This is an optimization exercise on Yosys and OpenROAD, whose aim is small area, a short achievable clock period and few clock cycles per item, not a production implementation. Only simulation tests tie the RTL to the original design; equivalence was not proved. No activity file was given, so power comes from the tool's default toggle rates.

### design/flow/config.mk
export PLATFORM = sky130hd
export DESIGN_NAME = phase_accumulator
export DESIGN_NICKNAME = phase_accumulator
export VERILOG_FILES = /design/flow/design.v
export SDC_FILE = /design/flow/constraint.sdc
export NUM_CORES = 4
export LEC_CHECK = 0
export CAP_MARGIN = 20
export CORE_MARGIN = 2
export CORE_UTILIZATION = 30
export PLACE_DENSITY = 0.5
export SETUP_SLACK_MARGIN = 5
export SLEW_MARGIN = 20
export SYNTH_MEMORY_MAX_BITS = 32768
### design/flow/constraint.sdc
create_clock -name core_clock -period 12.0 [get_ports {clk}]
set_input_delay 2.4000 -clock core_clock [delete_from_list [all_inputs] [get_ports {clk}]]
set_output_delay 2.4000 -clock core_clock [all_outputs]
set_load 0.01 [all_outputs]
### design/flow/design.v
module pa_wave_rom (
    input  wire [2:0] sel,
    input  wire [7:0] idx,
    output reg  [7:0] low,
    output reg  [2:0] d0,
    output reg  [2:0] d1,
    output reg  [1:0] dh
);
    wire       h     = idx[7];
    wire [6:0] j     = idx[6:0];
    wire       jz    = (j == 7'd0);
    wire [6:0] q_a   = (j[6] & |j[5:0]) ? (7'd64 - {1'b0, j[5:0]}) : j;
    wire [6:0] q_b   = (h & (jz | (&j))) ? 7'd64 : {1'b0, j[6] ? ~j[5:0] : j[5:0]};
    wire       q_inv = h & !jz;
    wire       q_neg = j[6] ^ h;
    wire       hump  = (idx[7:6] == 2'b00);
    wire [7:0] k     = idx - 8'd64;
    wire [6:0] h_a   = (idx[5] & |idx[4:0]) ? (7'd64 - {1'b0, idx[5:0]}) : {1'b0, idx[5:0]};
    wire [6:0] g_a   = (k > 8'd96) ? (8'd192 - k) : k;
    wire [6:0] h_b   = {2'b00, idx[5] ? ~idx[4:0] : idx[4:0]};
    wire [6:0] g_b   = (k >= 8'd96) ? (8'd191 - k) : k;
    wire       a_neg = hump ? idx[5] : (k >= 8'd96);
    reg  [2:0] tid;
    reg  [6:0] a_lo, a_dl;
    reg        inv, neg;
    always @(*) begin
        if (sel[2] & !sel[1]) begin             
            tid  = hump ? 3'd3 : 3'd4;
            a_lo = hump ? h_a : g_a;
            a_dl = hump ? h_b : g_b;
            inv  = sel[0];
            neg  = a_neg ^ sel[0];
        end else begin                          
            tid  = sel[2] ? 3'd2 : {2'b00, sel[0]};
            a_lo = q_a;
            a_dl = q_b;
            inv  = q_inv;
            neg  = q_neg;
        end
    end
    wire [7:0] t_low;
    wire [5:0] t_dlt;
    pa_wave_tabs u_tabs (.a_lo({tid, a_lo}), .a_dl({tid, a_dl}), .low(t_low), .dlt(t_dlt));
    wire [7:0] s_low = inv ? ~t_low : t_low;
    wire [5:0] s_dlt = t_dlt ^ {neg, 2'b00, neg, 2'b00};
    always @(*) begin
        dh = 2'b00;
        d1 = 3'b000;
        case (sel)
            3'd2: begin                           
                low = {8{~idx[7]}};
                d0  = (&idx[6:0]) ? {idx[7], 2'b01} : 3'b000;
                if (&idx[6:0]) dh = idx[7] ? 2'b01 : 2'b10;
            end
            3'd3: begin                           
                low = idx;
                d0  = 3'b001;
                if (&idx) dh = 2'b10;
            end
            default: begin
                low = s_low;
                d0  = s_dlt[2:0];
                d1  = s_dlt[5:3];
            end
        endcase
    end
endmodule
module pa_interp (
    input  wire [7:0]  low,
    input  wire [2:0]  d0,
    input  wire [2:0]  d1,
    input  wire [1:0]  dh,
    input  wire [15:0] frac,
    output wire [23:0] value
);
    wire [16:0] m0 = d0[1] ? {frac, 1'b0} : d0[0] ? {1'b0, frac} : 17'd0;
    wire [16:0] m1 = d1[1] ? {frac, 1'b0} : d1[0] ? {1'b0, frac} : 17'd0;
    wire [15:0] m2 = (dh[0] | dh[1]) ? frac : 16'd0;
    wire [23:0] r0 = {7'd0, m0} ^ {24{d0[2]}};
    wire [23:0] r1 = {{5'd0, m1} ^ {22{d1[2]}}, 2'b00};
    wire [23:0] r2 = {m2 ^ {16{dh[1]}}, 8'd0};
    assign value = {low, 16'd0} + r0 + r1 + r2 +
                   {15'd0, dh[1], 5'd0, d1[2], 1'b0, d0[2]};
endmodule
module pa_wave_tabs(a_lo, a_dl, low, dlt);
  input [9:0] a_lo;
  wire [9:0] a_lo;
  input [9:0] a_dl;
  wire [9:0] a_dl;
  output [7:0] low;
  wire [7:0] low;
  output [5:0] dlt;
  wire [5:0] dlt;
  wire _0_;
  wire _100_;
  wire _101_;
  wire _102_;
  wire _103_;
  wire _104_;
  wire _105_;
  wire _106_;
  wire _107_;
  wire _108_;
  wire _109_;
  wire _10_;
  wire _110_;
  wire _111_;
  wire _112_;
  wire _113_;
  wire _114_;
  wire _115_;
  wire _116_;
  wire _117_;
  wire _118_;
  wire _119_;
  wire _11_;
  wire _120_;
  wire _121_;
  wire _122_;
  wire _123_;
  wire _124_;
  wire _125_;
  wire _126_;
  wire _127_;
  wire _128_;
  wire _129_;
  wire _12_;
  wire _130_;
  wire _131_;
  wire _132_;
  wire _133_;
  wire _134_;
  wire _135_;
  wire _136_;
  wire _137_;
  wire _138_;
  wire _139_;
  wire _13_;
  wire _140_;
  wire _141_;
  wire _142_;
  wire _143_;
  wire _144_;
  wire _145_;
  wire _146_;
  wire _147_;
  wire _148_;
  wire _149_;
  wire _14_;
  wire _150_;
  wire _151_;
  wire _152_;
  wire _153_;
  wire _154_;
  wire _155_;
  wire _156_;
  wire _157_;
  wire _158_;
  wire _159_;
  wire _15_;
  wire _160_;
  wire _161_;
  wire _162_;
  wire _163_;
  wire _164_;
  wire _165_;
  wire _166_;
  wire _167_;
  wire _168_;
  wire _169_;
  wire _16_;
  wire _170_;
  wire _171_;
  wire _172_;
  wire _173_;
  wire _174_;
  wire _175_;
  wire _176_;
  wire _177_;
  wire _178_;
  wire _179_;
  wire _17_;
  wire _180_;
  wire _181_;
  wire _182_;
  wire _183_;
  wire _184_;
  wire _185_;
  wire _186_;
  wire _187_;
  wire _188_;
  wire _189_;
  wire _18_;
  wire _190_;
  wire _191_;
  wire _192_;
  wire _193_;
  wire _194_;
  wire _195_;
  wire _196_;
  wire _197_;
  wire _198_;
  wire _199_;
  wire _19_;
  wire _1_;
  wire _200_;
  wire _201_;
  wire _202_;
  wire _203_;
  wire _204_;
  wire _205_;
  wire _206_;
  wire _207_;
  wire _208_;
  wire _209_;
  wire _20_;
  wire _210_;
  wire _211_;
  wire _212_;
  wire _213_;
  wire _214_;
  wire _215_;
  wire _216_;
  wire _217_;
  wire _218_;
  wire _219_;
  wire _21_;
  wire _220_;
  wire _221_;
  wire _222_;
  wire _223_;
  wire _224_;
  wire _225_;
  wire _226_;
  wire _227_;
  wire _228_;
  wire _229_;
  wire _22_;
  wire _230_;
  wire _231_;
  wire _232_;
  wire _233_;
  wire _234_;
  wire _235_;
  wire _236_;
  wire _237_;
  wire _238_;
  wire _239_;
  wire _23_;
  wire _240_;
  wire _241_;
  wire _242_;
  wire _243_;
  wire _244_;
  wire _245_;
  wire _246_;
  wire _247_;
  wire _248_;
  wire _249_;
  wire _24_;
  wire _250_;
  wire _251_;
  wire _252_;
  wire _253_;
  wire _254_;
  wire _255_;
  wire _256_;
  wire _257_;
  wire _258_;
  wire _259_;
  wire _25_;
  wire _260_;
  wire _261_;
  wire _262_;
  wire _263_;
  wire _264_;
  wire _265_;
  wire _266_;
  wire _267_;
  wire _268_;
  wire _269_;
  wire _26_;
  wire _270_;
  wire _271_;
  wire _272_;
  wire _273_;
  wire _274_;
  wire _275_;
  wire _276_;
  wire _277_;
  wire _278_;
  wire _279_;
  wire _27_;
  wire _280_;
  wire _281_;
  wire _282_;
  wire _283_;
  wire _284_;
  wire _285_;
  wire _286_;
  wire _287_;
  wire _288_;
  wire _289_;
  wire _28_;
  wire _290_;
  wire _291_;
  wire _292_;
  wire _293_;
  wire _294_;
  wire _295_;
  wire _296_;
  wire _297_;
  wire _298_;
  wire _299_;
  wire _29_;
  wire _2_;
  wire _300_;
  wire _301_;
  wire _302_;
  wire _303_;
  wire _304_;
  wire _305_;
  wire _306_;
  wire _307_;
  wire _308_;
  wire _309_;
  wire _30_;
  wire _310_;
  wire _311_;
  wire _312_;
  wire _313_;
  wire _314_;
  wire _315_;
  wire _316_;
  wire _317_;
  wire _318_;
  wire _319_;
  wire _31_;
  wire _320_;
  wire _321_;
  wire _322_;
  wire _323_;
  wire _324_;
  wire _325_;
  wire _326_;
  wire _327_;
  wire _328_;
  wire _329_;
  wire _32_;
  wire _330_;
  wire _331_;
  wire _332_;
  wire _333_;
  wire _334_;
  wire _335_;
  wire _336_;
  wire _337_;
  wire _338_;
  wire _339_;
  wire _33_;
  wire _340_;
  wire _341_;
  wire _342_;
  wire _343_;
  wire _344_;
  wire _345_;
  wire _346_;
  wire _347_;
  wire _348_;
  wire _349_;
  wire _34_;
  wire _350_;
  wire _351_;
  wire _352_;
  wire _353_;
  wire _354_;
  wire _355_;
  wire _356_;
  wire _357_;
  wire _358_;
  wire _359_;
  wire _35_;
  wire _360_;
  wire _361_;
  wire _362_;
  wire _363_;
  wire _364_;
  wire _365_;
  wire _366_;
  wire _367_;
  wire _368_;
  wire _369_;
  wire _36_;
  wire _370_;
  wire _371_;
  wire _372_;
  wire _373_;
  wire _374_;
  wire _375_;
  wire _376_;
  wire _377_;
  wire _378_;
  wire _379_;
  wire _37_;
  wire _380_;
  wire _381_;
  wire _382_;
  wire _383_;
  wire _384_;
  wire _385_;
  wire _386_;
  wire _387_;
  wire _388_;
  wire _389_;
  wire _38_;
  wire _390_;
  wire _391_;
  wire _392_;
  wire _393_;
  wire _394_;
  wire _395_;
  wire _396_;
  wire _397_;
  wire _398_;
  wire _399_;
  wire _39_;
  wire _3_;
  wire _400_;
  wire _401_;
  wire _402_;
  wire _403_;
  wire _404_;
  wire _405_;
  wire _406_;
  wire _407_;
  wire _408_;
  wire _409_;
  wire _40_;
  wire _410_;
  wire _411_;
  wire _412_;
  wire _413_;
  wire _414_;
  wire _415_;
  wire _416_;
  wire _417_;
  wire _418_;
  wire _419_;
  wire _41_;
  wire _420_;
  wire _421_;
  wire _422_;
  wire _423_;
  wire _424_;
  wire _425_;
  wire _426_;
  wire _427_;
  wire _428_;
  wire _429_;
  wire _42_;
  wire _430_;
  wire _431_;
  wire _432_;
  wire _433_;
  wire _434_;
  wire _435_;
  wire _436_;
  wire _437_;
  wire _438_;
  wire _439_;
  wire _43_;
  wire _440_;
  wire _441_;
  wire _442_;
  wire _443_;
  wire _444_;
  wire _445_;
  wire _446_;
  wire _447_;
  wire _448_;
  wire _449_;
  wire _44_;
  wire _450_;
  wire _45_;
  wire _46_;
  wire _47_;
  wire _48_;
  wire _49_;
  wire _4_;
  wire _50_;
  wire _51_;
  wire _52_;
  wire _53_;
  wire _54_;
  wire _55_;
  wire _56_;
  wire _57_;
  wire _58_;
  wire _59_;
  wire _5_;
  wire _60_;
  wire _61_;
  wire _62_;
  wire _63_;
  wire _64_;
  wire _65_;
  wire _66_;
  wire _67_;
  wire _68_;
  wire _69_;
  wire _6_;
  wire _70_;
  wire _71_;
  wire _72_;
  wire _73_;
  wire _74_;
  wire _75_;
  wire _76_;
  wire _77_;
  wire _78_;
  wire _79_;
  wire _7_;
  wire _80_;
  wire _81_;
  wire _82_;
  wire _83_;
  wire _84_;
  wire _85_;
  wire _86_;
  wire _87_;
  wire _88_;
  wire _89_;
  wire _8_;
  wire _90_;
  wire _91_;
  wire _92_;
  wire _93_;
  wire _94_;
  wire _95_;
  wire _96_;
  wire _97_;
  wire _98_;
  wire _99_;
  wire _9_;
  assign _416_ = ~a_lo[9];
  assign _415_ = ~(a_lo[2] | a_lo[3]);
  assign _414_ = a_lo[0] | a_lo[1];
  assign _413_ = _415_ & ~(_414_);
  assign _412_ = a_lo[4] | a_lo[5];
  assign _411_ = _412_ | a_lo[6];
  assign _410_ = _413_ & ~(_411_);
  assign low[7] = _410_ | _416_;
  assign _409_ = _413_ & ~(a_lo[4]);
  assign _408_ = a_lo[5] & ~(_409_);
  assign _407_ = _408_ | a_lo[6];
  assign _406_ = ~a_lo[7];
  assign _405_ = ~a_lo[5];
  assign _404_ = ~a_lo[1];
  assign _403_ = a_lo[2] | a_lo[3];
  assign _402_ = _404_ & ~(_403_);
  assign _401_ = a_lo[4] & ~(_402_);
  assign _400_ = _405_ & ~(_401_);
  assign _399_ = ~(a_lo[2] | a_lo[1]);
  assign _398_ = a_lo[2] & a_lo[1];
  assign _397_ = _398_ | _399_;
  assign _396_ = ~((_397_ | a_lo[3]) & a_lo[4]);
  assign _395_ = _396_ & ~(a_lo[5]);
  assign _394_ = ~(_395_ | _400_);
  assign _393_ = ~((_394_ & _406_) | _407_);
  assign _392_ = _393_ & ~(a_lo[8]);
  assign _391_ = ~(a_lo[0] ^ a_lo[2]);
  assign _390_ = a_lo[3] & ~(_391_);
  assign _389_ = a_lo[3] & ~(_399_);
  assign _388_ = _389_ | _390_;
  assign _387_ = ~((_388_ & _406_) | _412_);
  assign _386_ = a_lo[4] & a_lo[5];
  assign _385_ = _386_ & ~(_402_);
  assign _384_ = _385_ | a_lo[6];
  assign _383_ = ~a_lo[8];
  assign _382_ = ~a_lo[2];
  assign _381_ = a_lo[0] & a_lo[1];
  assign _380_ = _382_ & ~(_381_);
  assign _379_ = a_lo[3] & ~(_380_);
  assign _378_ = _379_ | _412_;
  assign _377_ = ~((_378_ & a_lo[7]) | _383_);
  assign _376_ = ~((_384_ | _387_) & _377_);
  assign _375_ = ~(_376_ & _416_);
  assign low[6] = ~((_375_ | _392_) & (_407_ | low[7]));
  assign _374_ = ~a_lo[4];
  assign _373_ = _402_ | _374_;
  assign _372_ = a_lo[1] ? a_lo[2] : _391_;
  assign _371_ = _372_ | a_lo[3];
  assign _370_ = _371_ & ~(_373_);
  assign _369_ = a_lo[9] & ~(a_lo[6]);
  assign _368_ = a_lo[5] | ~(a_lo[4]);
  assign _367_ = ~(_368_ & _369_);
  assign _366_ = _367_ | _370_;
  assign _365_ = _374_ & ~(_379_);
  assign _364_ = _398_ | a_lo[3];
  assign _363_ = _364_ & _365_;
  assign _362_ = _400_ & ~(_363_);
  assign _361_ = ~(_362_ & a_lo[7]);
  assign _360_ = ~_398_;
  assign _359_ = ~(a_lo[0] & a_lo[1]);
  assign _358_ = a_lo[2] & ~(_359_);
  assign _357_ = _389_ & ~(_358_);
  assign _356_ = _371_ & ~(_357_);
  assign _355_ = _381_ | _415_;
  assign _354_ = _356_ & ~(_355_);
  assign _353_ = _360_ & ~(_354_);
  assign _352_ = _390_ | a_lo[5];
  assign _351_ = ~a_lo[3];
  assign _350_ = _399_ | _351_;
  assign _349_ = a_lo[5] & ~(a_lo[4]);
  assign _348_ = ~_349_;
  assign _347_ = _350_ & ~(_348_);
  assign _346_ = ~(a_lo[7] | a_lo[6]);
  assign _345_ = ~(_346_ & _368_);
  assign _344_ = _373_ & ~(_345_);
  assign _343_ = _344_ & ~(_347_);
  assign _342_ = ~((_352_ | _353_) & _343_);
  assign _341_ = ~((_342_ & _361_) | _383_);
  assign _340_ = _415_ & ~(_381_);
  assign _339_ = _340_ & ~(a_lo[4]);
  assign _338_ = ~((_339_ | _405_) & (_365_ | _394_));
  assign _337_ = _413_ & ~(_349_);
  assign _336_ = _374_ & ~(_413_);
  assign _335_ = _336_ | _406_;
  assign _334_ = ~(a_lo[8] | a_lo[6]);
  assign _333_ = ~((_335_ | _337_) & _334_);
  assign _332_ = ~((_338_ & _406_) | _333_);
  assign _331_ = _332_ | a_lo[9];
  assign low[5] = ~((_331_ | _341_) & (_366_ | _409_));
  assign _330_ = ~_346_;
  assign _329_ = _358_ | a_lo[3];
  assign _328_ = ~((_329_ | _399_) & a_lo[4]);
  assign _327_ = _328_ & ~(_405_);
  assign _326_ = ~((_353_ | a_lo[4]) & _327_);
  assign _325_ = a_lo[1] & a_lo[3];
  assign _324_ = a_lo[0] | ~(a_lo[2]);
  assign _323_ = ~(_324_ & _325_);
  assign _322_ = ~(a_lo[0] | a_lo[1]);
  assign _321_ = _381_ | _322_;
  assign _320_ = ~((_321_ | a_lo[3]) & _323_);
  assign _319_ = ~(a_lo[0] & a_lo[3]);
  assign _318_ = _382_ & ~(_319_);
  assign _317_ = _318_ | ~(_336_);
  assign _316_ = ~((_317_ | _320_) & (_340_ | _374_));
  assign _315_ = ~(_316_ & _405_);
  assign _314_ = ~((_315_ & _326_) | _330_);
  assign _313_ = a_lo[2] ? _404_ : _381_;
  assign _312_ = _313_ & ~(_351_);
  assign _311_ = _312_ | a_lo[4];
  assign _310_ = _351_ & ~(_313_);
  assign _309_ = ~(_310_ | _311_);
  assign _308_ = _309_ | ~(_395_);
  assign _307_ = ~((_308_ & a_lo[7]) | _383_);
  assign _306_ = _307_ & ~(_314_);
  assign _305_ = _391_ | _351_;
  assign _304_ = _305_ & ~(_389_);
  assign _303_ = ~(a_lo[2] & a_lo[3]);
  assign _302_ = ~(_349_ & _303_);
  assign _301_ = _364_ | _374_;
  assign _300_ = ~_303_;
  assign _299_ = ~((_300_ & a_lo[4]) | a_lo[5]);
  assign _298_ = ~(_299_ & _301_);
  assign _297_ = ~((_298_ | _363_) & (_340_ | _302_));
  assign _296_ = a_lo[7] & ~(a_lo[6]);
  assign _295_ = ~_296_;
  assign _294_ = ~((_412_ & _413_) | _295_);
  assign _293_ = ~((_294_ & _304_) | (_297_ & _346_));
  assign _292_ = ~((_293_ | a_lo[8]) & _416_);
  assign _291_ = ~((_347_ | _370_) & _408_);
  assign _290_ = ~a_lo[6];
  assign _289_ = _409_ | a_lo[5];
  assign _288_ = ~((_289_ | a_lo[3]) & _290_);
  assign _287_ = _291_ & ~(_288_);
  assign _286_ = _402_ & ~(_412_);
  assign _285_ = _286_ | _290_;
  assign _284_ = ~(_285_ & a_lo[9]);
  assign low[4] = ~((_284_ | _287_) & (_292_ | _306_));
  assign _283_ = ~a_lo[0];
  assign _282_ = a_lo[0] & a_lo[2];
  assign _281_ = a_lo[1] & ~(_282_);
  assign _280_ = ~((_281_ & a_lo[3]) | (_303_ & _283_));
  assign _279_ = _280_ & ~(_404_);
  assign _278_ = _374_ & ~(_322_);
  assign _277_ = _278_ & ~(_279_);
  assign _276_ = ~(_277_ | _365_);
  assign _275_ = _380_ | ~(_414_);
  assign _274_ = ~(_275_ | _329_);
  assign _273_ = a_lo[2] & ~(_381_);
  assign _272_ = _273_ | _274_;
  assign _271_ = a_lo[5] & ~(_401_);
  assign _270_ = ~((_272_ | _276_) & _271_);
  assign _269_ = a_lo[1] & ~(a_lo[2]);
  assign _268_ = a_lo[3] & ~(a_lo[0]);
  assign _267_ = _303_ & ~(_268_);
  assign _266_ = ~((_267_ | _269_) & a_lo[4]);
  assign _265_ = ~((_266_ | _310_) & _405_);
  assign _264_ = ~((_265_ | _309_) & _406_);
  assign _263_ = _270_ & ~(_264_);
  assign _262_ = ~((_412_ | _403_) & a_lo[7]);
  assign _261_ = _262_ | ~(_372_);
  assign _260_ = ~(_261_ & _334_);
  assign _259_ = _391_ | a_lo[1];
  assign _258_ = ~(a_lo[0] | a_lo[2]);
  assign _257_ = _404_ ? a_lo[0] : _258_;
  assign _256_ = _257_ | ~(_259_);
  assign _255_ = _256_ | _282_;
  assign _254_ = _255_ & ~(_399_);
  assign _253_ = _276_ | ~(_254_);
  assign _252_ = a_lo[1] | a_lo[3];
  assign _251_ = _252_ & ~(_388_);
  assign _250_ = a_lo[4] & ~(_251_);
  assign _249_ = _405_ & ~(_250_);
  assign _248_ = ~((_249_ & _253_) | _406_);
  assign _247_ = _397_ | _351_;
  assign _246_ = _283_ & ~(_402_);
  assign _245_ = _247_ ? _246_ : a_lo[0];
  assign _244_ = ~(_245_ | _412_);
  assign _243_ = a_lo[2] & ~(a_lo[0]);
  assign _242_ = _243_ ^ _404_;
  assign _241_ = _242_ & ~(a_lo[3]);
  assign _240_ = _374_ & ~(_325_);
  assign _239_ = _240_ & ~(_241_);
  assign _238_ = _252_ & ~(_243_);
  assign _237_ = _238_ & ~(_379_);
  assign _236_ = a_lo[4] & ~(_237_);
  assign _235_ = ~((_236_ | _239_) & a_lo[5]);
  assign _234_ = _301_ | ~(_321_);
  assign _233_ = ~((_234_ | a_lo[5]) & _346_);
  assign _232_ = _233_ | ~(_235_);
  assign _231_ = ~((_232_ | _244_) & a_lo[8]);
  assign _230_ = ~((_231_ | _248_) & (_260_ | _263_));
  assign _229_ = a_lo[5] & ~(_379_);
  assign _228_ = _229_ & _370_;
  assign _227_ = ~((_289_ | a_lo[2]) & (_348_ | _356_));
  assign _226_ = ~((_227_ | _228_) & _290_);
  assign _225_ = a_lo[5] | ~(a_lo[6]);
  assign _224_ = ~(_225_ | _402_);
  assign _223_ = ~((_224_ & _365_) | _416_);
  assign low[3] = ~((_223_ & _226_) | (_230_ & _416_));
  assign _222_ = _402_ | ~(_321_);
  assign _221_ = ~(_222_ & _294_);
  assign _220_ = ~(a_lo[4] & a_lo[3]);
  assign _219_ = a_lo[3] & ~(_256_);
  assign _218_ = _219_ | a_lo[5];
  assign _217_ = ~((_218_ & _412_) | (_254_ & _220_));
  assign _216_ = ~((_320_ & _349_) | _330_);
  assign _215_ = ~((_217_ | _327_) & _216_);
  assign _214_ = ~((_215_ & _221_) | a_lo[8]);
  assign _213_ = a_lo[0] & ~(_364_);
  assign _212_ = _213_ | _266_;
  assign _211_ = ~((_277_ | _365_) & (_321_ | _300_));
  assign _210_ = ~((_211_ & _212_) | a_lo[5]);
  assign _209_ = _391_ & ~(a_lo[3]);
  assign _208_ = _209_ & ~(_399_);
  assign _207_ = _268_ | a_lo[4];
  assign _206_ = _209_ | _322_;
  assign _205_ = _206_ | _312_;
  assign _204_ = ~((_205_ | _374_) & (_207_ | _208_));
  assign _203_ = _274_ | _374_;
  assign _202_ = _281_ | _351_;
  assign _201_ = ~((_202_ & _336_) | a_lo[5]);
  assign _200_ = ~((_201_ & _203_) | (_204_ & a_lo[5]));
  assign _199_ = ~((_200_ & _346_) | _383_);
  assign _198_ = ~((_210_ | _406_) & _199_);
  assign _197_ = ~(_198_ & _416_);
  assign _196_ = a_lo[9] & ~(_285_);
  assign _195_ = _312_ | _373_;
  assign _194_ = ~((_372_ & _351_) | _195_);
  assign _193_ = _358_ | a_lo[4];
  assign _192_ = ~((_193_ | _320_) & a_lo[5]);
  assign _191_ = ~((_192_ | _194_) & (_289_ | a_lo[1]));
  assign _190_ = ~((_191_ & _369_) | (_196_ & _362_));
  assign low[2] = ~((_197_ | _214_) & _190_);
  assign _189_ = ~(a_lo[0] | a_lo[3]);
  assign _188_ = a_lo[4] & ~(_189_);
  assign _187_ = ~(_256_ | _282_);
  assign _186_ = ~((_187_ & _351_) | (_388_ & _360_));
  assign _185_ = _323_ & ~(_207_);
  assign _184_ = ~((_185_ & _371_) | (_186_ & _188_));
  assign _183_ = _243_ | _374_;
  assign _182_ = _183_ & _195_;
  assign _181_ = ~(_189_ | _258_);
  assign _180_ = ~((_240_ & _181_) | _406_);
  assign _179_ = ~((_182_ | _354_) & _180_);
  assign _178_ = ~((_184_ | _330_) & _179_);
  assign _177_ = ~((_255_ | a_lo[3]) & (_304_ | _398_));
  assign _176_ = ~((_177_ & _283_) | (_324_ & _404_));
  assign _175_ = ~((_176_ | _318_) & a_lo[4]);
  assign _174_ = ~(a_lo[4] | a_lo[3]);
  assign _173_ = ~(_346_ & a_lo[5]);
  assign _172_ = ~((_174_ & _259_) | _173_);
  assign _171_ = ~((_172_ & _175_) | (_178_ & _405_));
  assign _170_ = _267_ & ~(_320_);
  assign _169_ = ~(_170_ | _183_);
  assign _168_ = ~((_169_ | _277_) & _405_);
  assign _167_ = _246_ & _247_;
  assign _166_ = _269_ | _258_;
  assign _165_ = _166_ | _329_;
  assign _164_ = _350_ & ~(_374_);
  assign _163_ = ~((_164_ & _165_) | _405_);
  assign _162_ = ~((_167_ | _317_) & _163_);
  assign _161_ = ~((_162_ & _168_) | a_lo[7]);
  assign _160_ = a_lo[0] | ~(a_lo[7]);
  assign _159_ = ~((_160_ | _286_) & _334_);
  assign _158_ = ~((_159_ | _161_) & (_171_ | _383_));
  assign _157_ = ~((_234_ & _396_) | _219_);
  assign _156_ = _243_ & ~(_404_);
  assign _155_ = ~((_156_ | _267_) & (_364_ | _283_));
  assign _154_ = ~((_155_ | a_lo[4]) & a_lo[5]);
  assign _153_ = _325_ & _282_;
  assign _152_ = ~((_153_ | _283_) & (_246_ | a_lo[4]));
  assign _151_ = ~((_152_ | a_lo[5]) & (_154_ | _157_));
  assign _150_ = ~(_151_ & _290_);
  assign _149_ = _251_ | _311_;
  assign _148_ = _328_ & ~(_225_);
  assign _147_ = ~((_148_ & _149_) | _416_);
  assign low[1] = ~((_147_ & _150_) | (_158_ & _416_));
  assign _146_ = _255_ | a_lo[3];
  assign _145_ = _153_ | _374_;
  assign _144_ = ~((_242_ & a_lo[3]) | _145_);
  assign _143_ = a_lo[3] & ~(_321_);
  assign _142_ = ~((_143_ | a_lo[4]) & a_lo[5]);
  assign _141_ = ~((_144_ & _146_) | _142_);
  assign _140_ = _205_ & ~(_143_);
  assign _139_ = _280_ & ~(_412_);
  assign _138_ = _346_ & ~(_139_);
  assign _137_ = ~((_140_ | _368_) & _138_);
  assign _136_ = _137_ | _141_;
  assign _135_ = ~(_279_ | _302_);
  assign _134_ = ~((_135_ | _385_) & _324_);
  assign _133_ = _300_ & ~(_281_);
  assign _132_ = _257_ | _412_;
  assign _131_ = _268_ | _368_;
  assign _130_ = ~((_131_ | _166_) & (_132_ | _133_));
  assign _129_ = _130_ | ~(_134_);
  assign _128_ = ~(_188_ & _403_);
  assign _127_ = _128_ | _143_;
  assign _126_ = _350_ & ~(_156_);
  assign _125_ = _126_ | _207_;
  assign _124_ = _125_ & ~(a_lo[5]);
  assign _123_ = _124_ & _127_;
  assign _122_ = ~((_123_ | _406_) & (_129_ | _330_));
  assign _121_ = _383_ & ~(_410_);
  assign _120_ = ~((_121_ & _136_) | (_122_ & a_lo[8]));
  assign _119_ = _276_ | ~(_155_);
  assign _118_ = a_lo[9] & ~(_225_);
  assign _117_ = _118_ & ~(_236_);
  assign _116_ = _386_ & ~(_390_);
  assign _115_ = ~(_116_ & _146_);
  assign _114_ = ~_273_;
  assign _113_ = _351_ ? _114_ : _242_;
  assign _112_ = ~((_414_ & _415_) | _145_);
  assign _111_ = _336_ | a_lo[5];
  assign _110_ = ~((_111_ | _112_) & _369_);
  assign _109_ = ~((_113_ & _349_) | _110_);
  assign _108_ = ~((_109_ & _115_) | (_117_ & _119_));
  assign low[0] = ~((_120_ | a_lo[9]) & _108_);
  assign _107_ = ~(a_dl[7] | a_dl[6]);
  assign _106_ = ~a_dl[4];
  assign _105_ = ~(a_dl[2] | a_dl[0]);
  assign _104_ = ~(a_dl[2] ^ a_dl[0]);
  assign _103_ = ~((_104_ | a_dl[1]) & a_dl[3]);
  assign _102_ = ~((_103_ | _105_) & _106_);
  assign _101_ = ~((_102_ | a_dl[5]) & _107_);
  assign _100_ = ~(a_dl[2] | a_dl[1]);
  assign _99_ = a_dl[3] & ~(_100_);
  assign _98_ = ~a_dl[1];
  assign _97_ = a_dl[0] | ~(a_dl[2]);
  assign _96_ = ~((_97_ | _98_) & _106_);
  assign _95_ = ~((_96_ | _99_) & a_dl[7]);
  assign _94_ = a_dl[8] & ~(a_dl[9]);
  assign _93_ = ~(_94_ & _95_);
  assign dlt[4] = _101_ & ~(_93_);
  assign _92_ = a_dl[9] & ~(a_dl[6]);
  assign _91_ = ~_92_;
  assign _90_ = ~(a_dl[1] | a_dl[3]);
  assign _89_ = a_dl[2] | a_dl[0];
  assign _88_ = _89_ | a_dl[5];
  assign _87_ = _90_ & ~(_88_);
  assign _86_ = _87_ & ~(_91_);
  assign _85_ = ~_86_;
  assign _84_ = a_dl[2] & a_dl[0];
  assign _83_ = ~((_84_ & a_dl[1]) | a_dl[3]);
  assign _82_ = _83_ & a_dl[2];
  assign _81_ = ~(a_dl[2] | a_dl[3]);
  assign _80_ = a_dl[4] & ~(_81_);
  assign _79_ = _80_ & ~(_82_);
  assign _78_ = ~a_dl[3];
  assign _77_ = a_dl[2] | ~(a_dl[0]);
  assign _76_ = ~((_97_ | _98_) & _77_);
  assign _75_ = ~((_76_ | _100_) & _78_);
  assign _74_ = ~(_75_ | _96_);
  assign _73_ = _74_ | _79_;
  assign _72_ = _73_ | _101_;
  assign _71_ = a_dl[0] & ~(a_dl[2]);
  assign _70_ = _71_ | ~(_99_);
  assign _69_ = a_dl[4] & ~(_70_);
  assign _68_ = ~((_69_ | _95_) & a_dl[8]);
  assign _67_ = _72_ & ~(_68_);
  assign _66_ = _67_ | a_dl[9];
  assign _65_ = a_dl[3] & ~(_71_);
  assign _64_ = a_dl[2] & ~(a_dl[0]);
  assign _63_ = ~((_64_ & a_dl[1]) | _71_);
  assign _62_ = _98_ ? _84_ : _64_;
  assign _61_ = ~((_62_ | _90_) & _63_);
  assign _60_ = ~((_61_ & _65_) | a_dl[4]);
  assign _59_ = a_dl[5] & ~(_60_);
  assign _58_ = _90_ & ~(_77_);
  assign _57_ = _59_ & ~(_58_);
  assign _56_ = _57_ | ~(_107_);
  assign _55_ = ~a_dl[7];
  assign _54_ = _78_ & ~(_63_);
  assign _53_ = _54_ | _102_;
  assign _52_ = a_dl[4] & ~(_105_);
  assign _51_ = ~((_65_ | _83_) & _52_);
  assign _50_ = _51_ & ~(a_dl[5]);
  assign _49_ = ~((_50_ & _53_) | a_dl[6]);
  assign _48_ = ~((_49_ & _87_) | _55_);
  assign _47_ = _48_ | a_dl[8];
  assign _46_ = a_dl[6] | a_dl[9];
  assign _45_ = _46_ | _47_;
  assign _44_ = _56_ & ~(_45_);
  assign dlt[3] = ~((_44_ | _66_) & _85_);
  assign _43_ = ~a_dl[9];
  assign _42_ = ~(a_dl[1] & a_dl[3]);
  assign _41_ = _105_ & ~(_42_);
  assign _40_ = ~(a_dl[4] | a_dl[5]);
  assign _39_ = ~((_40_ & _41_) | _56_);
  assign _38_ = ~((_39_ | _47_) & _43_);
  assign _37_ = ~((_70_ & _80_) | _95_);
  assign _36_ = _50_ & _53_;
  assign _35_ = _36_ | a_dl[6];
  assign _34_ = ~a_dl[5];
  assign _33_ = _74_ | _34_;
  assign _32_ = ~_84_;
  assign _31_ = ~((_42_ | _32_) & _79_);
  assign _30_ = _31_ & ~(_33_);
  assign _29_ = ~((_30_ | _35_) & _55_);
  assign _28_ = _29_ & ~(_37_);
  assign _27_ = a_dl[8] & ~(_28_);
  assign _26_ = _92_ & ~(_87_);
  assign _25_ = _71_ & ~(_42_);
  assign _24_ = ~(_41_ | _54_);
  assign _23_ = ~((_24_ | _106_) & (_25_ | _96_));
  assign _22_ = ~(a_dl[6] & a_dl[9]);
  assign _21_ = _22_ | ~(_23_);
  assign _20_ = _21_ & ~(_26_);
  assign dlt[2] = ~((_27_ | _38_) & _20_);
  assign _19_ = a_dl[3] & ~(_25_);
  assign _18_ = _84_ ? a_dl[1] : _89_;
  assign _17_ = a_dl[0] & ~(_81_);
  assign _16_ = ~((_17_ | _98_) & (_18_ | a_dl[3]));
  assign _15_ = a_dl[0] & ~(_16_);
  assign _14_ = _19_ | ~(_15_);
  assign _13_ = ~((_90_ & _64_) | (_104_ & _106_));
  assign _12_ = ~(_13_ & a_dl[5]);
  assign _11_ = _14_ & ~(_12_);
  assign _10_ = _64_ | _98_;
  assign _9_ = a_dl[0] & ~(a_dl[3]);
  assign _8_ = a_dl[4] & ~(a_dl[5]);
  assign _7_ = ~((_9_ | _10_) & _8_);
  assign _6_ = ~(_7_ | _82_);
  assign _5_ = ~((_6_ & _16_) | _87_);
  assign _4_ = _5_ & ~(_11_);
  assign _3_ = ~_4_;
  assign _2_ = _65_ & ~(_62_);
  assign _1_ = ~((_18_ & _63_) | a_dl[3]);
  assign _0_ = _1_ | _106_;
  assign _450_ = _99_ & ~(_102_);
  assign _449_ = _34_ & ~(_450_);
  assign _448_ = ~((_0_ | _2_) & _449_);
  assign _447_ = ~(_42_ | _84_);
  assign _446_ = _106_ & ~(_105_);
  assign _445_ = ~(_446_ & _61_);
  assign _444_ = ~((_445_ | _447_) & (_6_ | _40_));
  assign _443_ = _105_ | ~(_99_);
  assign _442_ = _443_ & _79_;
  assign _441_ = ~((_442_ | _33_) & _107_);
  assign _440_ = _441_ | _36_;
  assign _439_ = _444_ & ~(_440_);
  assign _438_ = _15_ | ~(_80_);
  assign _437_ = ~((_62_ | _99_) & _106_);
  assign _436_ = _437_ & ~(_55_);
  assign _435_ = ~(_436_ & _438_);
  assign _434_ = ~((_435_ | _37_) & a_dl[8]);
  assign _433_ = ~((_434_ | _439_) & (_448_ | _47_));
  assign dlt[1] = ~((_433_ | _38_) & (_3_ | _91_));
  assign _432_ = _98_ & ~(_104_);
  assign _431_ = _432_ ^ _78_;
  assign _430_ = _431_ | _106_;
  assign _429_ = _430_ & _59_;
  assign _428_ = _448_ & ~(_429_);
  assign _427_ = _19_ | a_dl[4];
  assign _426_ = _75_ & ~(_427_);
  assign _425_ = ~((_32_ | _98_) & _52_);
  assign _424_ = ~((_443_ & _79_) | _425_);
  assign _423_ = ~((_424_ | _426_) & a_dl[5]);
  assign _422_ = ~((_423_ & _444_) | a_dl[6]);
  assign _421_ = _435_ & _94_;
  assign _420_ = ~((_422_ | a_dl[7]) & _421_);
  assign _419_ = ~((_4_ | _91_) & _21_);
  assign _418_ = _420_ & ~(_419_);
  assign dlt[0] = ~((_428_ | _45_) & _418_);
  assign _417_ = ~(_94_ & a_dl[5]);
  assign dlt[5] = ~((_417_ | _72_) & _85_);
endmodule
module pa_fconv #(
    parameter integer KP = 2,           
    parameter integer KF = 6            
) (
    input  wire        clk,
    input  wire        rst,
    input  wire        start,      
    input  wire        is_period,  
    input  wire        is_set,     
    input  wire [31:0] arg,        
    output wire        last,       
    output reg         fin,        
    output reg         fin_set,    
    output wire [23:0] result      
);
    localparam integer KM = (KF > KP) ? KF : KP;
    localparam integer NQ = 24 + KM - 1;          
    localparam [46:0] B = 47'd72057594037927;
    reg          it;         
    reg          per;        
    reg  [4:0]   cyc;        
    reg          sp;         
    reg          sp_max;     
    reg  [23:0]  den;        
    reg  [23:0]  rem;
    reg [NQ-1:0] nq;         
    wire        f_sign = arg[31];
    wire [7:0]  f_exp  = arg[30:23];
    wire [23:0] f_m    = {1'b1, arg[22:0]};
    wire        f_nan  = (&f_exp) && (|arg[22:0]);
    reg         s_sp, s_max;
    reg  [4:0]  s_cyc;
    reg  [2:0]  s_pad;
    reg  [23:0] keep;        
    integer j, n;
    always @(*) begin
        s_cyc = 5'd0;
        s_pad = 3'd0;
        if (!is_period) begin
            s_sp  = f_nan | f_sign | (f_exp >= 8'd136) | (f_exp <= 8'd111);
            s_max = !f_nan & !f_sign & (f_exp >= 8'd136);
            for (n = 0; n < 24; n = n + 1)
                if (f_exp[4:0] == ((112 + n) % 32)) begin
                    s_cyc = n / KF + 1;
                    s_pad = (KF - 1) - (n % KF);
                end
            for (j = 0; j < 24; j = j + 1)
                keep[j] = (f_exp >= 135 - j);
        end else begin
            s_sp  = f_nan | f_sign | (f_exp >= 8'd142) | (f_exp <= 8'd117);
            s_max = !f_nan & (f_sign | (f_exp <= 8'd117));
            for (n = 0; n < 24; n = n + 1)
                if (f_exp[4:0] == ((141 - n) % 32)) begin
                    s_cyc = n / KP + 1;
                    s_pad = (KP - 1) - (n % KP);
                end
            for (j = 0; j < 24; j = j + 1)
                keep[j] = (f_exp <= 118 + j);
        end
    end
    wire [46:0] x_f = {17'd0, f_m[23:18], f_m[17:0], 6'd0};    
    wire [46:0] x_p = B;
    wire [46:0] x   = (is_period ? x_p : x_f) & {23'h7fffff, keep};
    wire [46:0] x_s = x >> s_pad;
    wire [NQ+22:0] x_q = {x, {(KM-1){1'b0}}} >> s_pad;
    assign last = it & (cyc == 5'd1);
    localparam integer KP2 = KP / 2;
    wire [25:0]   d1 = {2'b00, den};
    wire [25:0]   d2 = {1'b0, den, 1'b0};
    reg  [23:0]   pr [0:KP2];
    reg [NQ-1:0]  pq [0:KP2];
    reg  [25:0]   py;
    reg  [26:0]   p1, p2, p3;
    integer i;
    always @(*) begin
        pr[0] = rem;
        pq[0] = nq;
        for (i = 0; i < KP2; i = i + 1) begin
            py = {pr[i], pq[i][NQ-1:NQ-2]};
            p1 = {1'b0, py} - {1'b0, d1};
            p2 = {1'b0, py} - {1'b0, d2};
            p3 = {1'b0, py} - {1'b0, d1} - {1'b0, d2};
            if (!p3[26])      begin pr[i+1] = p3[23:0]; pq[i+1] = {pq[i][NQ-3:0], 2'd3}; end
            else if (!p2[26]) begin pr[i+1] = p2[23:0]; pq[i+1] = {pq[i][NQ-3:0], 2'd2}; end
            else if (!p1[26]) begin pr[i+1] = p1[23:0]; pq[i+1] = {pq[i][NQ-3:0], 2'd1}; end
            else              begin pr[i+1] = py[23:0]; pq[i+1] = {pq[i][NQ-3:0], 2'd0}; end
        end
    end
    localparam integer KF2 = KF / 2;
    reg  [6:0]    fr [0:KF2];
    reg [NQ-1:0]  fq [0:KF2];
    reg  [8:0]    fy;
    integer f;
    always @(*) begin
        fr[0] = rem[6:0];
        fq[0] = nq;
        for (f = 0; f < KF2; f = f + 1) begin
            fy = {fr[f], fq[f][NQ-1:NQ-2]};
            if (fy >= 9'd375)      begin fr[f+1] = fy - 9'd375; fq[f+1] = {fq[f][NQ-3:0], 2'd3}; end
            else if (fy >= 9'd250) begin fr[f+1] = fy - 9'd250; fq[f+1] = {fq[f][NQ-3:0], 2'd2}; end
            else if (fy >= 9'd125) begin fr[f+1] = fy - 9'd125; fq[f+1] = {fq[f][NQ-3:0], 2'd1}; end
            else                   begin fr[f+1] = fy[6:0];     fq[f+1] = {fq[f][NQ-3:0], 2'd0}; end
        end
    end
    always @(posedge clk) begin
        if (rst) begin
            it  <= 1'b0;
            fin <= 1'b0;
        end else begin
            fin <= 1'b0;
            if (!it)
                it <= start;
            else if (cyc == 5'd1) begin
                it  <= 1'b0;
                fin <= 1'b1;
            end
        end
        if (!it) begin
            sp      <= s_sp;
            sp_max  <= s_max;
            fin_set <= is_set;
            per     <= is_period;
            cyc     <= s_sp ? 5'd1 : s_cyc;
            den     <= f_m;
            rem     <= x_s[46:24];
            nq      <= x_q[NQ-1:0];
        end else begin
            rem <= per ? pr[KP2] : {17'd0, fr[KF2]};
            nq  <= per ? pq[KP2] : fq[KF2];
            cyc <= cyc - 5'd1;
        end
    end
    wire [23:0] q = nq[23:0];
    assign result = sp ? (sp_max ? 24'h800000 : 24'd1) :
                    (q[23] & |q[22:0]) ? 24'h800000 :
                    (q == 24'd0) ? 24'd1 : q;
endmodule
module phase_accumulator #(
    parameter integer CONV_KP = 2,    
    parameter integer CONV_KF = 6     
) (
    input  wire        clk,
    input  wire        rst,           
    input  wire        tick_valid,
    output wire        tick_ready,
    input  wire        cmd_valid,
    output wire        cmd_ready,
    input  wire [7:0]  cmd_op,
    input  wire [31:0] cmd_arg,
    output reg         rsp_valid,
    output reg         rsp_err,
    output reg  [31:0] rsp_data
);
    localparam [3:0] K_ZERO  = 4'd0;
    localparam [3:0] K_VALUE = 4'd1;
    localparam [3:0] K_CNT   = 4'd2;
    localparam [3:0] K_INC   = 4'd3;
    localparam [3:0] K_HALF  = 4'd4;
    localparam [3:0] K_ERR   = 4'd5;
    localparam [3:0] K_MINF  = 4'd8;    
    localparam [3:0] K_MAXF  = 4'd9;
    localparam [3:0] K_MINP  = 4'd10;
    localparam [3:0] K_MAXP  = 4'd11;
    reg [23:0] cnt;
    reg [23:0] inc;
    reg [2:0]  sel;
    reg        crdy;
    reg        trdy;
    assign cmd_ready  = crdy;
    assign tick_ready = trdy;
    wire cfire = cmd_valid & crdy;
    wire tfire = tick_valid & trdy;
    reg       d_set_inc, d_set_cnt, d_tick, d_rst_ph, d_set_wave, d_conv;
    reg [3:0] d_kind;
    always @(*) begin
        d_set_inc = 1'b0; d_set_cnt = 1'b0; d_tick = 1'b0; d_rst_ph = 1'b0;
        d_set_wave = 1'b0; d_conv = 1'b0;
        d_kind = K_ZERO;
        case (cmd_op)
            8'h01: d_set_inc  = 1'b1;
            8'h02: d_kind     = K_INC;
            8'h03: d_set_cnt  = 1'b1;
            8'h04: d_kind     = K_CNT;
            8'h05: d_tick     = 1'b1;
            8'h06: d_rst_ph   = 1'b1;
            8'h07: d_kind     = K_HALF;
            8'h10: d_kind     = K_VALUE;
            8'h11: d_set_wave = 1'b1;
            8'h20, 8'h21, 8'h22, 8'h23: d_conv = 1'b1;
            8'h24: d_kind     = K_MINF;
            8'h25: d_kind     = K_MAXF;
            8'h26: d_kind     = K_MINP;
            8'h27: d_kind     = K_MAXP;
            default: d_kind   = K_ERR;
        endcase
    end
    wire        cv_last, cv_fin, cv_fin_set;
    wire [23:0] cv_result;
    pa_fconv #(.KP(CONV_KP), .KF(CONV_KF)) u_fconv (
        .clk       (clk),
        .rst       (rst),
        .start     (cfire & d_conv),
        .is_period (cmd_op[0]),
        .is_set    (cmd_op[1]),
        .arg       (cmd_arg),
        .last      (cv_last),
        .fin       (cv_fin),
        .fin_set   (cv_fin_set),
        .result    (cv_result)
    );
    wire        cv_wr   = cv_fin & cv_fin_set;
    wire [23:0] inc_eff = cv_wr ? cv_result : inc;
    wire [23:0] sum1 = cnt + inc_eff;
    wire        c_tick = cfire & d_tick;
    wire        dbl = tfire & c_tick;
    reg         pend;
    always @(posedge clk) begin
        if (rst) begin
            cnt  <= 24'd0;
            inc  <= 24'd0;
            sel  <= 3'd0;
            crdy <= 1'b1;
            trdy <= 1'b1;
            pend <= 1'b0;
        end else begin
            pend <= dbl;
            if (cfire & d_set_cnt)
                cnt <= cmd_arg[23:0];
            else if (cfire & d_rst_ph)
                cnt <= 24'd0;
            else if (tfire | c_tick | pend)
                cnt <= sum1;
            if (cfire & d_set_inc)
                inc <= cmd_arg[23:0];
            else if (cv_wr)
                inc <= cv_result;
            if (cfire & d_set_wave)
                sel <= (cmd_arg <= 32'd6) ? cmd_arg[2:0] : 3'd0;
            if (cfire & d_conv) begin
                crdy <= 1'b0;
                trdy <= !cmd_op[1];
            end else if (dbl) begin
                crdy <= 1'b0;
                trdy <= 1'b0;
            end else if (cv_last | pend) begin
                crdy <= 1'b1;
                trdy <= 1'b1;
            end
        end
    end
    reg        r0_v;
    reg [3:0]  r0_k;
    reg        p1_v;
    reg        p1_val;
    reg        p1_err;
    reg [31:0] p1_d;
    wire [7:0]  w_low;
    wire [2:0]  w_d0, w_d1;
    wire [1:0]  w_dh;
    pa_wave_rom u_rom (.sel(sel), .idx(cnt[23:16]), .low(w_low),
                       .d0(w_d0), .d1(w_d1), .dh(w_dh));
    reg [31:0] rd;
    always @(*) begin
        case (r0_k)
            K_VALUE: rd = {w_low, w_d0, w_d1, w_dh, cnt[15:0]};
            K_CNT:   rd = {8'd0, cnt};
            K_INC:   rd = {8'd0, inc};
            K_HALF:  rd = {31'd0, (cnt > 24'h800000)};
            K_MINF:  rd = 32'h387A0000;
            K_MAXF:  rd = 32'h43FA0000;
            K_MINP:  rd = 32'h3B03126F;
            K_MAXP:  rd = 32'h4683126F;
            default: rd = 32'd0;
        endcase
    end
    wire [23:0] value;
    pa_interp u_interp (.low(p1_d[31:24]), .d0(p1_d[23:21]), .d1(p1_d[20:18]),
                        .dh(p1_d[17:16]), .frac(p1_d[15:0]), .value(value));
    always @(posedge clk) begin
        if (rst) begin
            r0_v      <= 1'b0;
            p1_v      <= 1'b0;
            rsp_valid <= 1'b0;
        end else begin
            r0_v      <= cfire & !d_conv;
            p1_v      <= r0_v;
            rsp_valid <= p1_v | cv_fin;
        end
        r0_k   <= d_kind;
        p1_val <= (r0_k == K_VALUE);
        p1_err <= (r0_k == K_ERR);
        p1_d   <= rd;
        if (cv_fin) begin
            rsp_err  <= 1'b0;
            rsp_data <= cv_fin_set ? 32'd0 : {8'd0, cv_result};
        end else begin
            rsp_err  <= p1_err;
            rsp_data <= p1_val ? {8'd0, value} : p1_d;
        end
    end
endmodule
### design/flow/flow/run.sh
#!/bin/bash
set -euo pipefail
bash standard.sh SETUP_SLACK_MARGIN=6 finish > standard_flow.log 2>&1
### design/flow/standard.sh
#!/bin/bash
# synth_recipe.tcl (not shown) runs the flow's synth.tcl, then flattens the netlist and writes it again
# the make line also repeats each setting of config.mk as NAME=value (left out here)
make -C /OpenROAD-flow-scripts/flow DESIGN_CONFIG=/design/flow/config.mk WORK_HOME=/design/flow/orfs CLKGATE_MAP_FILE= SYNTH_SCRIPT=/design/flow/synth_recipe.tcl "${@:-finish}"
==> results.sh, run 1 <==
export IMPL_ant_nets=0
export IMPL_worst_pin_slew_ns=1.07
export IMPL_grt_pass1_vias=21700
export IMPL_r2r_end="cnt[22]$_SDFFE_PP0P_"
export IMPL_crit_path_cell_trace="nor3_1, nand4_1, nand3b_1, a21o_2, o21ai_0, fa_1, a21o_1, a21oi_1, o21bai_1, a21oi_1, o21bai_1, a21oi_1, o21a_1, o211ai_1, a31oi_1, nor2b_1, o21a_1, o41ai_1, nor2b_1, or4_1, a2111oi_0"
export IMPL_cts_hold_buffers=0
export IMPL_drc=0
export IMPL_clockBufferDepth=3
export IMPL_drv_cap=0
export IMPL_worstSetupStartpoint="u_fconv.nq[10]$_DFF_P_"
export IMPL_clk_pin_slew_worst_paths_ns=0.06
export IMPL_yosysMostFrequentCell="nor2_1"
export IMPL_slew_violations=0
export IMPL_crit_type="reg -> reg"
export IMPL_synth_seq_area_share_pct=20.4
export IMPL_grt_pass1_wl_um=129000
export IMPL_num_vias=22700
export IMPL_cpMostUsedCell="a21oi_1"
export IMPL_synth_ff_type="dfxtp_1"
export IMPL_fin_crit_ns=5.70
export IMPL_status="complete, no violations"
export IMPL_gp_congestion=0.925
export IMPL_antenna_found_initial=1
export IMPL_slew_headroom_pct=28.6
export IMPL_grtUsageTotal_pct=20.9
export IMPL_crit_path_end_kind="flip-flop"
export IMPL_nets=3265
export IMPL_busiest_layer="met2"
export IMPL_critPathRequiredTime_ns=12.47
export IMPL_power_leakage_nw=10.1
export IMPL_fin_setup_tns_ns=0
export IMPL_hold_viol=0
export IMPL_grt_met1_usage_pct=26.6
export IMPL_slowest_stage="dfxtp_1"
export IMPL_syn_nets=3297
export IMPL_worst_path_max_fanout=23
export IMPL_fin_crit_sh_pct=47.5
export IMPL_regToRegSetupSlack_ns=6.30
export IMPL_place_hpwl_um=61900
export IMPL_synth_top_area_share_pct=16.8
export IMPL_cpPeakStageDelay_ns=0.55
export IMPL_die_area_um2=76800
export IMPL_firstDrtPassIters=7
export IMPL_hold_class="reg -> reg"
export IMPL_grtUsageMet3_pct=1.66
export IMPL_setup_violations=0
export IMPL_syn_area_per_cell_um2=7.35
export IMPL_r2r_start="u_fconv.nq[10]$_DFF_P_"
export IMPL_ys_ff_latch=215
export IMPL_crit_end="cnt[22]$_SDFFE_PP0P_"
export IMPL_cp_top_family="compound AO/OA/AOI/OAI gates"
export IMPL_synthTopCellsByCount="329 x nor2_1, 328 x nand2_1, 256 x o21ai_0"
export IMPL_placed_cell_area_um2=24000
export IMPL_ys_top_cells_by_area="dfxtp_1 17%, ha_1 10%, o21ai_0 5.7%"
export IMPL_grt_ovfl_total=0
export IMPL_cp_depth=21
export IMPL_postSynthCellCount=3046
export IMPL_start_kind="flip-flop"
export IMPL_grt_use_met2_pct=36.8
export IMPL_yosys_warnings=7
export IMPL_path_buf_inv=0
export IMPL_clock_sink_count=215
export IMPL_drt_iter0_markers=1887
export IMPL_cp_arrival_ns=6.17
export IMPL_num_rows=100
export IMPL_fin_skew_ns=0.0326
export IMPL_detail_route_wl_per_cell_um=20.9
export IMPL_cts_max_level=1
export IMPL_syn_area_um2=22400
export IMPL_synth_async_reset_ratio_pct=0
export IMPL_grt_setup_unrepaired="yes"
export IMPL_drive_gt1_share_pct=6.10
export IMPL_die_y_um=277
export IMPL_vias_per_cell=5.67
export IMPL_power_density_nw_per_um2=117
export IMPL_coreArea_um2=74200
export IMPL_initial_core_util_pct=30.2
export IMPL_stdcell_area_um2=25200
export IMPL_areaGrowthSynthToFinish_pct=12.7
export IMPL_drt_wl_total_um=83700
export IMPL_finalCoreUtilization_pct=34.0
export IMPL_clock_latency_ns=0.59
export IMPL_port_buffers=79
export IMPL_cts_made_buffers=27
export IMPL_fp_dieW_um=277
export IMPL_yosys_area_top_type="dfxtp_1"
export IMPL_ir_worst_vdd_mv=0.104
export IMPL_rr_worst_depth=21
export IMPL_cts_tree="yes"
export IMPL_synth_edff_count=27
export IMPL_io_pins=80
export IMPL_max_freq_mhz=175
export IMPL_ys_types=90
export IMPL_root_buffer="clkbuf_16"
export IMPL_grt_start_max_net_pins=60
-- where the power goes --
part	internal, mW	switching (mW)	leakage [nW]
logic	0.478	0.749	7.76
clock network	0.548	0.360	0.475
registers	0.762	0.0648	1.82
total	1.79	1.17	10.1
-- registers in the layout, indices dropped and copies added, names as in the netlist, 3 cells and up --
name / count
p1_d: 32
rsp_data: 32
u_fconv.nq: 29
cnt: 24
inc: 24
u_fconv.rem: 24
u_fconv.den: 23
u_fconv.cyc: 5
r0_k: 4
sel: 3
-- through the flow --
stage / worst slack (ns) / hold slack, ns / power, mW / std cells
5_1_grt: 5.75 / 0.478 / 3.12 / 4003
2_1_floorplan: 6.50 / 0.411 / 1.69 / 3046
3_3_place_gp: 5.80 / 0.437 / 2.03 / 3941
3_5_place_dp: 5.61 / 0.447 / 2.01 / 3941
4_1_cts: 6.02 / 0.456 / 2.93 / 3992
6_report: 6.30 / 0.455 / 2.96 / 4004
-- per-layer routing --
metal | wire length (um) | vias up
met4 | 2790 | 2
li1 | - | 11100
met1 | 36700 | 10800
met3 | 3690 | 149
met5 | 7 | -
met2 | 40600 | 709
-- logic make-up after synthesis --
kind of cell	after synthesis	share of synthesized area (%)
AOI/OAI and AO/OA	977	28.1
xor gates and xnor gates	165	6.45
adders and majority gates	207	12.4
buffers and inverters	309	5.24
DFF	215	20.4
muxes	130	5.92
and+or+nand+nor	1043	21.4
-- placed cells by master, fill, tap and decap left out, types with 18 or more instances in the layout --
master           count
edfxtp_1            27
dfxtp_1            181
nor2b_1             34
and2_1              28
mux2_2              19
mux2i_1            111
o22ai_1             20
a31oi_1             50
a211oi_1            46
nor3_1              92
o211ai_1            41
nand3_1             62
a22oi_1             29
o21a_1              31
nand2b_1            36
clkdlybuf4s50_1     78
inv_1              109
nand2_1            327
xnor2_1            121
xor2_1              39
nor2_1             328
o31ai_1             18
clkbuf_16           30
fa_1                25
buf_4               47
a221oi_1            28
o21ai_0            251
a21o_1              41
ha_1               181
a21oi_1            240
nor4_1              26
-- cell type report --
class	instances	area [um2]
antenna	1	2.50
clock buffer	38	788
clock inverter	11	188
fill	8002	49000
inverter	119	454
multi-input combinational	2522	16800
sequential	215	4590
tap	969	1210
timing repair buffer	129	1210
-- worst register-to-register path, cell delays in order, from the launching register on --
cell	delay [ns]
dfxtp_1	0.55
nor3_1	0.11
nand4_1	0.11
nand3b_1	0.13
a21o_2	0.42
o21ai_0	0.30
fa_1	0.49
a21o_1	0.18
a21oi_1	0.23
o21bai_1	0.10
a21oi_1	0.26
o21bai_1	0.09
a21oi_1	0.30
o21a_1	0.21
o211ai_1	0.15
a31oi_1	0.30
nor2b_1	0.09
o21a_1	0.21
o41ai_1	0.49
nor2b_1	0.08
or4_1	0.41
a2111oi_0	0.39
-- worst min-delay path by stage --
stage | from | endpoint | cells past startpoint
after floorplan | p1_v$_SDFF_PP0_ | rsp_valid$_SDFF_PP0_ | 2
after global placement | r0_v$_SDFF_PP0_ | p1_v$_SDFF_PP0_ | 1
after detailed placement | r0_v$_SDFF_PP0_ | p1_v$_SDFF_PP0_ | 1
after CTS | r0_v$_SDFF_PP0_ | p1_v$_SDFF_PP0_ | 1
after global routing | r0_v$_SDFF_PP0_ | p1_v$_SDFF_PP0_ | 1
final | r0_v$_SDFF_PP0_ | p1_v$_SDFF_PP0_ | 1
-- what timing repair did --
item / 4_1_cts / 5_1_grt
resized for setup: 9 / 35
pin swaps: 1 / 8
gates cloned: 0 / 2
setup buffers: 2 / 9
endpoints found under the hold margin: 0 / 0
endpoints found under the setup margin: 27 / 39
Testbench counts, summed over its fixed seeds: cycles 35,587, cmds 24,000.
==> run 2, diff against run 1 <==
==> design/flow/flow/run.sh (replaced) <==
#!/bin/bash
set -euo pipefail
bash standard.sh SETUP_SLACK_MARGIN=7 finish > standard_flow.log 2>&1
==> results.sh, run 2 <==
export IMPL_drive_gt1_share_pct=11.8
export IMPL_postSynthCellCount=3046
export IMPL_cpMostUsedCell="o211ai_1"
export IMPL_setup_violations=0
export IMPL_final_common_cell="nand2_1"
export IMPL_fin_crit_ns=5.26
export IMPL_root_buffer="clkbuf_16"
export IMPL_final_cell_mix="326 x nand2_1, 319 x nor2_1, 229 x o21ai_0"
export IMPL_synth_compound_area_share_pct=28.1
export IMPL_hold_class="reg -> reg"
export IMPL_worst_path_max_fanout=6
export IMPL_syn_area_um2=22400
export IMPL_antenna_found_initial=2
export IMPL_cts_tree="yes"
export IMPL_yosys_area_share_simple_pct=21.4
export IMPL_cts_max_level=1
export IMPL_synth_ff_type="dfxtp_1"
export IMPL_fin_skew_ns=0.0299
export IMPL_synth_adder_area_share_pct=12.4
export IMPL_clock_latency_ns=0.57
export IMPL_die_area_um2=76800
export IMPL_start_kind="flip-flop"
export IMPL_drv_cap=0
export IMPL_grtUsageTotal_pct=21.2
export IMPL_grt_pass1_vias=22000
export IMPL_synth_async_reset_ratio_pct=0
export IMPL_finalCoreUtilization_pct=35.3
export IMPL_drc=0
export IMPL_status="complete, no violations"
export IMPL_hold_viol=0
export IMPL_areaGrowthSynthToFinish_pct=17.1
export IMPL_reg_top3="p1_d x32, rsp_data x32, u_fconv.nq x29"
export IMPL_vias_per_cell=5.66
export IMPL_drt_iter0_markers=1807
export IMPL_r2r_end="u_fconv.rem[1]$_DFF_P_"
export IMPL_power_leakage_nw=10.4
export IMPL_yosysMostFrequentCell="nor2_1"
export IMPL_ys_top_cells_by_area="dfxtp_1 17%, ha_1 10%, o21ai_0 5.7%"
export IMPL_num_vias=23000
export IMPL_worstSetupStartpoint="u_fconv.nq[27]$_DFF_P_"
export IMPL_die_y_um=277
export IMPL_syn_area_per_cell_um2=7.35
export IMPL_firstDrtPassIters=8
export IMPL_muxShareOfSynthArea_pct=5.92
export IMPL_grt_pass1_wl_um=130000
export IMPL_ys_ff_latch=215
export IMPL_clockBufferDepth=3
export IMPL_cp_arrival_ns=5.66
export IMPL_initial_core_util_pct=30.2
export IMPL_power_density_nw_per_um2=114
export IMPL_io_pins=80
export IMPL_synthTopCellsByCount="329 x nor2_1, 328 x nand2_1, 256 x o21ai_0"
export IMPL_cts_made_buffers=26
export IMPL_critPathRequiredTime_ns=12.40
export IMPL_slowest_stage="dfxtp_4"
export IMPL_grt_setup_unrepaired="yes"
export IMPL_syn_nets=3297
export IMPL_yosys_area_top_type="dfxtp_1"
export IMPL_cpPeakStageDelay_ns=0.36
export IMPL_grt_ovfl_total=0
export IMPL_detail_route_wl_per_cell_um=21.0
export IMPL_ant_nets=0
export IMPL_crit_path_end_kind="flip-flop"
export IMPL_slew_violations=0
export IMPL_fp_dieW_um=277
export IMPL_place_hpwl_um=62700
export IMPL_antennaDiodeCount=0
export IMPL_regToRegSetupSlack_ns=6.74
export IMPL_synth_top_family_by_area="compound AO/OA/AOI/OAI gates"
export IMPL_slew_headroom_pct=33.3
export IMPL_clock_sink_count=215
export IMPL_ys_types=90
export IMPL_coreArea_um2=74200
export IMPL_ir_worst_vdd_mv=0.0919
export IMPL_fin_setup_tns_ns=0
export IMPL_worst_pin_slew_ns=0.998
export IMPL_rr_worst_depth=29
export IMPL_synth_edff_count=27
export IMPL_synth_top_area_share_pct=16.8
export IMPL_crit_type="reg -> reg"
export IMPL_yosys_warnings=7
export IMPL_synthXorXnorAreaFrac_pct=6.45
export IMPL_max_freq_mhz=190
export IMPL_port_buffers=79
export IMPL_nets=3320
export IMPL_drt_wl_total_um=85100
export IMPL_r2r_start="u_fconv.nq[27]$_DFF_P_"
export IMPL_num_rows=100
export IMPL_grt_start_max_net_pins=60
export IMPL_synth_seq_area_share_pct=20.4
export IMPL_crit_end="u_fconv.rem[1]$_DFF_P_"
export IMPL_fin_crit_sh_pct=43.9
export IMPL_gp_congestion=0.914
export IMPL_clk_pin_slew_worst_paths_ns=0.07
-- run 2: cell counts after synthesis --
Identical to the previous run, type by type.
-- run 2: worst min path at each step --
stage	cells past startpoint	slack [ns]	startpoint	end
6_report	1	0.44	r0_v$_SDFF_PP0_	p1_v$_SDFF_PP0_
5_1_grt	1	0.46	r0_v$_SDFF_PP0_	p1_v$_SDFF_PP0_
4_1_cts	1	0.45	r0_v$_SDFF_PP0_	p1_v$_SDFF_PP0_
3_5_place_dp	1	0.44	r0_v$_SDFF_PP0_	p1_v$_SDFF_PP0_
3_3_place_gp	2	0.44	p1_v$_SDFF_PP0_	rsp_valid$_SDFF_PP0_
2_1_floorplan	2	0.41	p1_v$_SDFF_PP0_	rsp_valid$_SDFF_PP0_
-- run 2: per-stage QoR --
step	area, um2	power, mW	instances	setup WS, ns	hold slack (ns)
after floorplan	22500	1.70	3046	7.01	0.411
after global placement	24000	2.03	3943	5.87	0.444
after detailed placement	24000	2.02	3943	5.73	0.443
after CTS	25700	2.93	4039	6.55	0.450
after global routing	26200	3.16	4058	6.43	0.464
final	26200	2.99	4058	6.74	0.441
-- run 2: logic make-up after synthesis --
logic type,after synthesis
AND/OR/NAND/NOR,1043
AO/OA/AOI/OAI,977
buffers and inverters,309
flip-flops,215
adder cells (fa/ha/maj),207
XOR/XNOR,165
multiplexers,130
-- run 2: layer usage --
metal	vias up	wire (um)	GRT usage [%]
met3	170	3940	1.93
li1	11200	-	-
met5	-	13	0
met2	692	41700	37.4
met1	10900	36800	26.9
met4	2	2730	6.97
-- run 2: area by class of cell --
type,count,area [um2]
Fill cell,7841,48000
Multi-Input combinational cell,2523,17400
Sequential cell,215,4630
Timing Repair Buffer,183,1650
Tap cell,969,1210
Clock buffer,31,701
Inverter,119,468
Clock inverter,17,186
Timing Repair inverter,1,5.00
-- run 2: worst max-delay path: cells and delay by family (launching register included) --
family                   cells  cell delay, ns
multiplexers                 1            0.19
buffers and inverters        4            0.45
flip-flops                   1            0.36
AO/OA/AOI/OAI               16            2.57
AND/OR/NAND/NOR              5            0.70
adder cells (fa/ha/maj)      3            0.82
-- run 2: timing repair --
action / 4_1_cts / 5_1_grt
buffers inserted: 46 / 17
gates cloned: 2 / 2
setup endpoints to repair: 92 / 62
gates resized for setup: 130 / 106
pin swaps: 32 / 39
hold buffers: 0 / 0
-- run 2: where the power goes --
part | switching [mW] | internal (mW)
sequential | 0.0661 | 0.763
clock | 0.341 | 0.485
combinational | 0.795 | 0.540
total | 1.20 | 1.79

separate check: timing with driven ports:
In the flow no input, the clock included, has a driving cell. The finished layouts below were timed again as built, in two steps.
Step 1 (the two cells are an assumption about what drives the block):
set clk [get_ports {clk}]
set_driving_cell -lib_cell sky130_fd_sc_hd__clkbuf_16 $clk
set_driving_cell -lib_cell sky130_fd_sc_hd__buf_2 [delete_from_list [all_inputs] $clk]
Step 2 adds t to the input delays and takes it off the output delays; t is the mean of the earliest and latest rising clock arrival at the registers after step 1. Input paths then give back, and output paths get back, about the clock's delay inside the block.
a / b / c = ideal ports / drivers / drivers and shift; a / b = the first two.
run	shift t [ns]	setup WS [ns]	hold WS [ns]	worst setup path after step 2
run 1	0.635	6.300 / 6.300 / 5.921	0.455 / 0.455 / 0.455	input to register
run 2	0.615	6.737 / 6.737 / 6.469	0.441 / 0.441 / 0.441	input to register
After both steps setup and hold are still met in every run listed. The setup slack of run 1, which loses most, moves by 0.000 ns with the drivers and by -0.379 ns with both steps.
